Source: an optimization exercise on an open RTL-to-GDS flow (aim: small area, a short achievable clock period and few clock cycles). Production flows keep margins and buffers that such runs may drop. The RTL was checked by simulation tests, not by an equivalence proof against the original design. Power is estimated from default activity; no workload was simulated.

Design gmc4_core, start of the top module:
module gmc4_core (
    input  wire       clk,
    input  wire       rst,
    input  wire       cmd_valid,
    output wire       cmd_ready,
    input  wire [2:0] cmd_op,
    input  wire [7:0] cmd_addr,
    input  wire [3:0] cmd_data,
    output reg  [3:0] rdata,
    output reg  [4:0] step_delay,
    output reg  [3:0] reg_a,
    output reg  [3:0] reg_b,
    output reg  [3:0] reg_y,
    output reg  [3:0] reg_z,
    output reg  [6:0] pc,
    output reg        flag,
    output reg  [3:0] display,
    output reg  [6:0] leds,
    output reg  [4:0] sound,
    output reg        halted,
    output reg        waiting
);
    localparam [2:0] CMD_STEP  = 3'd0,
                     CMD_SET   = 3'd1,
                     CMD_GET   = 3'd2,
                     CMD_KEY   = 3'd3,
                     CMD_HALT  = 3'd4,
                     CMD_SOFT  = 3'd5,
                     CMD_HARD  = 3'd6,
                     CMD_START = 3'd7;
    localparam [4:0] SND_NONE  = 5'd0,
                     SND_END   = 5'd1,
                     SND_ERROR = 5'd2,
                     SND_SHORT = 5'd3,
                     SND_LONG  = 5'd4;
    reg  [511:0] mem;           
    reg  [3:0]   sh_a, sh_b, sh_y, sh_z;
    reg          key_valid;
    reg  [3:0]   key_val;
    reg          runlatch;
    reg          rdy;           
    reg  [4:0]   rs0, rs1, rs2, rs3;
    reg  [1:0]   rot;
    reg          get_oor;       
    assign cmd_ready = rdy;
    wire accept   = cmd_valid && rdy;
    wire hard_rst = rst || (accept && cmd_op == CMD_HARD);
    wire [127:0] bank0, bank1, bank2, bank3;
    genvar gi;
    generate
        for (gi = 0; gi < 32; gi = gi + 1) begin : g_bank
            assign bank0[4*gi +: 4] = mem[4*(4*gi+0) +: 4];
            assign bank1[4*gi +: 4] = mem[4*(4*gi+1) +: 4];
            assign bank2[4*gi +: 4] = mem[4*(4*gi+2) +: 4];
            assign bank3[4*gi +: 4] = mem[4*(4*gi+3) +: 4];
        end
    endgenerate
    wire [3:0] q0 = bank0[{rs0, 2'b00} +: 4];
    wire [3:0] q1 = bank1[{rs1, 2'b00} +: 4];
    wire [3:0] q2 = bank2[{rs2, 2'b00} +: 4];
    wire [3:0] q3 = bank3[{rs3, 2'b00} +: 4];
    reg  [3:0] op, n1, n2;
    always @(*) begin
        case (rot)
  ...
Size in the first run: roughly 2200 cells after synthesis, about 610 flip-flops, roughly 70 I/O pins, ~0.030 sq mm of cells after synthesis.
Settings: LEC_CHECK=0, CAP_MARGIN=20, CORE_MARGIN=2, CORE_UTILIZATION=60, SLEW_MARGIN=20; clock period 12.0 ns.
standard.sh (not shown) runs the stock make flow with config.mk's settings and CLKGATE_MAP_FILE= SYNTH_SCRIPT=/design/flow/synth_recipe.tcl, a recipe that flattens the netlist after the stock synthesis.
==> flow/flow/run.sh <==
#!/bin/bash
# Standard layout (the standard.sh: unchanged synthesis, floorplan, place,
# CTS, route), with the resizer's setup target tightened: repair_timing works
# until the setup slack is at least SETUP_SLACK_MARGIN. The clock period and
# the constraints stay the design's. Every port still gets a buffer (buf_2).
# CTS adds no dummy loads and clusters up to 25 sinks per leaf buffer.
# Each tool's output is in orfs/logs/.
set -euo pipefail
bash standard.sh SETUP_SLACK_MARGIN=7.0 \
  "BUFFER_PORTS_ARGS=-buffer_cell sky130_fd_sc_hd__buf_2" \
  "CTS_ARGS=-sink_clustering_enable -repair_clock_nets -dont_use_dummy_load -sink_clustering_size 25 -sink_clustering_max_diameter 80" \
  finish > standard.log 2>&1
The first run went through all stages and came out clean.
Testbench counts at the start, summed over its fixed seeds: cycles 42,055.
Next try:
--- a/flow/flow/run.sh
+++ b/flow/flow/run.sh
@@ -9 +9 @@
-bash standard.sh SETUP_SLACK_MARGIN=7.0 \
+bash standard.sh SETUP_SLACK_MARGIN=7.25 \
=> Synthesized cell count is unchanged; area after synthesis is unchanged; hold slack gains 0.0066 ns; wire length decreases by 0.83%.
Next try:
--- a/flow/flow/run.sh
+++ b/flow/flow/run.sh
@@ -9 +9 @@
-bash standard.sh SETUP_SLACK_MARGIN=7.25 \
+bash standard.sh SETUP_SLACK_MARGIN=7.5 \
What happened: Setup slack gets better by 0.15 ns. Synthesized area stays the same. Final cell count came out higher by 2.0%. Combinational power grows by about 8%. Synthesized cell count stays the same. Critical path depth is lower by 2. Design area went up by 1.8%. Fmax grows by 3.3%. Non-clock buffer count is higher by 58. Wire length rose by 2.2%. First-iteration DRC count increases by 24%.
Next try:
--- a/flow/config.mk
+++ b/flow/config.mk
@@ -10 +10 @@
-export CORE_UTILIZATION = 60
+export CORE_UTILIZATION = 65
- The changed run ran to the end with no violations
- cell area barely changes
- via count stays flat
- register-to-register slack gets better by 0.04 ns
- core utilization rose by 5.3 points
- area after synthesis stays the same
- total power barely changes
- non-clock buffer count fell by 15
- first-iteration DRC count fell by a few percent

---

gmc4_core, a different RTL version from the one above (not shown whole).
For scale: roughly 610 flip-flops, about 30,000 um^2 of cells after synthesis.
==> flow/config.mk <==
export PLATFORM = sky130hd
export DESIGN_NAME = gmc4_core
export DESIGN_NICKNAME = gmc4_core
export VERILOG_FILES = /design/flow/design.v
export SDC_FILE = /design/flow/constraint.sdc
export NUM_CORES = 4
export LEC_CHECK = 0
export CAP_MARGIN = 20
export CORE_MARGIN = 2
export CORE_UTILIZATION = 70
export CTS_BUF_LIST = sky130_fd_sc_hd__clkbuf_4 sky130_fd_sc_hd__clkbuf_8
export SLEW_MARGIN = 20
==> flow/constraint.sdc <==
create_clock -name core_clock -period 12.0 [get_ports {clk}]
set_input_delay 2.4000 -clock core_clock [delete_from_list [all_inputs] [get_ports {clk}]]
set_output_delay 2.4000 -clock core_clock [all_outputs]
set_load 0.01 [all_outputs]
==> flow/flow/run.sh <==
#!/bin/bash
# Standard layout (the standard.sh: unchanged synthesis, floorplan, place,
# CTS, route), with the resizer's setup target tightened: repair_timing works
# until the setup slack is at least SETUP_SLACK_MARGIN. The clock period and
# the constraints stay the design's. CTS adds no dummy loads. Each tool's
# output is in orfs/logs/.
set -euo pipefail
bash standard.sh SETUP_SLACK_MARGIN=7.5 \
  "CTS_ARGS=-sink_clustering_enable -repair_clock_nets -dont_use_dummy_load -buf_list {sky130_fd_sc_hd__clkbuf_4 sky130_fd_sc_hd__clkbuf_8}" \
  finish > standard.log 2>&1
Testbench counts at the start, summed over its fixed seeds: cycles 42,055.
Rerun with:
==> flow/run.sh (new file) <==
#!/bin/bash
# synth_recipe.tcl (not shown) runs the flow's synth.tcl, then flattens the netlist and writes it again
# the make line also repeats each setting of config.mk as NAME=value (left out here)
make -C /OpenROAD-flow-scripts/flow DESIGN_CONFIG=/design/flow/config.mk WORK_HOME=/design/flow/orfs CLKGATE_MAP_FILE= SYNTH_SCRIPT=/design/flow/synth_recipe.tcl finish
Settings changed: CORE_UTILIZATION 70 to 60, CTS_BUF_LIST sky130_fd_sc_hd__clkbuf_4 sky130_fd_sc_hd__clkbuf_8 to not set, SETUP_SLACK_MARGIN set to 5.
removed: flow/flow/run.sh
removed: flow/standard.sh
Setup slack got worse by 1100 ps.
Core utilization is lower by 14 points.
Clock skew falls by 35 ps.
Global-route usage decreases by 9.0 points.
Via count drops by 13%.
Clock-buffer cell count shrinks by 27.
Register-to-register slack loses 970 ps.
Rerun with:
==> flow/flow/run.sh (new file) <==
#!/bin/bash
# Standard layout (the standard.sh: unchanged synthesis, floorplan, place,
# CTS, route), with the resizer's setup target tightened: repair_timing works
# until the setup slack is at least SETUP_SLACK_MARGIN. The clock period and
# the constraints stay the design's. CTS adds no dummy loads and clusters up
# to 30 sinks per leaf buffer. Each tool's output is in orfs/logs/.
set -euo pipefail
bash standard.sh SETUP_SLACK_MARGIN=7.5 \
  "CTS_ARGS=-sink_clustering_enable -repair_clock_nets -dont_use_dummy_load -sink_clustering_size 30 -sink_clustering_max_diameter 100" \
  finish > standard.log 2>&1
==> flow/standard.sh (new file) <==
#!/bin/bash
# synth_recipe.tcl (not shown) runs the flow's synth.tcl, then flattens the netlist and writes it again
# the make line also repeats each setting of config.mk as NAME=value (left out here)
make -C /OpenROAD-flow-scripts/flow DESIGN_CONFIG=/design/flow/config.mk WORK_HOME=/design/flow/orfs CLKGATE_MAP_FILE= SYNTH_SCRIPT=/design/flow/synth_recipe.tcl "${@:-finish}"
Settings changed: SETUP_SLACK_MARGIN 5 to not set.
removed: flow/run.sh
- The new run produced a clean layout
- utilization grows by 1.1 points
- worst hold slack gets better by 10 ps
- combinational power grows by 23%
- clock-buffer cell count went down by 41
- via count is higher by 3.5%
- non-clock buffer count went up by 84
- clock power went down by about 50%
- global-route usage climbs by 0.14 points
- cell count is about the same
- cell area came out higher by about 1.6%
- wire length climbs by 4.8%
Rerun with:
==> flow/flow/run.sh (replaced) <==
#!/bin/bash
# Standard layout (the standard.sh: unchanged synthesis, floorplan, place,
# CTS, route), with the resizer's setup target tightened: repair_timing works
# until the setup slack is at least SETUP_SLACK_MARGIN. The clock period and
# the constraints stay the design's. Every port still gets a buffer (buf_2).
# CTS adds no dummy loads and clusters up to 25 sinks per leaf buffer.
# Each tool's output is in orfs/logs/.
set -euo pipefail
bash standard.sh SETUP_SLACK_MARGIN=7.5 \
  "BUFFER_PORTS_ARGS=-buffer_cell sky130_fd_sc_hd__buf_2" \
  "CTS_ARGS=-sink_clustering_enable -repair_clock_nets -dont_use_dummy_load -sink_clustering_size 25 -sink_clustering_max_diameter 80" \
  finish > standard.log 2>&1
Settings changed: CORE_UTILIZATION 60 to 65.
=> The new run completed without violations; routed wire length goes down by 3.9%; via count barely changes; power decreases by 0.35%; global-route usage goes up by 2.6 points; hold slack degrades by 11 ps.

---

Another version of the RTL of gmc4_core (not shown whole).
For scale: ~2400 cells after synthesis, roughly 70 I/O pins, ~0.030 mm2 of cells after synthesis.
export LEC_CHECK = 0
export CAP_MARGIN = 20
export CORE_MARGIN = 2
export CORE_UTILIZATION = 40
export SLEW_MARGIN = 20
create_clock -name core_clock -period 12.0 [get_ports {clk}]
run.sh (not shown) runs the stock make flow with config.mk's settings and CLKGATE_MAP_FILE= SYNTH_SCRIPT=/design/flow/synth_recipe.tcl, a recipe that flattens the netlist after the stock synthesis.
Stock flow here: none of the scripts above is used.
The baseline produced a clean layout.
Testbench counts at the start, summed over its fixed seeds: cycles 42,055.
Edit:
ABC_CLOCK_PERIOD_IN_PS = 3000   (was unset)
CORE_UTILIZATION = 60   (was 40)
SETUP_SLACK_MARGIN = 5   (was unset)
=> Power decreases by 1.1%; setup slack improved by 1.3 ns; area after synthesis stays the same; final area shrinks by 1.4%; flip-flop and latch count stays the same; global-route usage is higher by 10 points; die area shrinks by 33%; via count barely changes; hold slack degrades by 0.015 ns; clock-buffer cell count came out higher by 4.

## what the ideal ports hide
How much do the figures lean on ideal ports? The routed layouts below were timed once more, with nothing changed but the port constraints. Step 1 assumes that a clkbuf_16 drives the clock port and a buf_2 every other input. Step 2 moves the port delays by t, midway between the first and last clock arrival at a register: inputs arrive t later, outputs are due t later. That takes back most of the time a late clock gives input paths. a / b / c = ideal / step 1 / step 2; a / b = the first two.
run | t, ns | setup WS [ns] | latest minus earliest clock arrival (ns) | slew at the worst register clock pin (ns) | cell pins on the clock port's net
the first run of note 1 | 0.612 | 7.110 / 7.110 / 6.581 | 0.094 / 0.094 | 0.09 / 0.09 | 1
the second run of note 1 | 0.669 | 7.308 / 7.308 / 6.749 | 0.043 / 0.044 | 0.10 / 0.10 | 1
the third run of note 1 | 0.683 | 7.458 / 7.458 / 6.824 | 0.055 / 0.054 | 0.10 / 0.10 | 1
the fourth run of note 1 | 0.657 | 7.503 / 7.503 / 6.898 | 0.054 / 0.053 | 0.10 / 0.10 | 1
the first run of note 2 | 0.762 | 7.157 / 7.183 / 6.420 | 0.079 / 0.079 | 0.10 / 0.10 | 1
the second run of note 2 | 0.695 | 6.074 / 6.105 / 5.410 | 0.044 / 0.044 | 0.07 / 0.07 | 1
the third run of note 2 | 0.631 | 7.399 / 7.399 / 6.914 | 0.046 / 0.047 | 0.11 / 0.11 | 1
the fourth run of note 2 | 0.663 | 7.477 / 7.477 / 6.852 | 0.038 / 0.038 | 0.10 / 0.10 | 1
the first run of note 3 | 0.701 | 3.938 / 3.938 / 3.938 | 0.033 / 0.034 | 0.07 / 0.07 | 1
the second run of note 3 | 0.703 | 5.277 / 5.277 / 5.277 | 0.050 / 0.051 | 0.07 / 0.07 | 1
After both steps setup and hold are still met in every run listed. For the first run of note 2, which loses most, drivers alone change the setup slack by +0.026 ns; drivers and shift together by -0.737 ns.
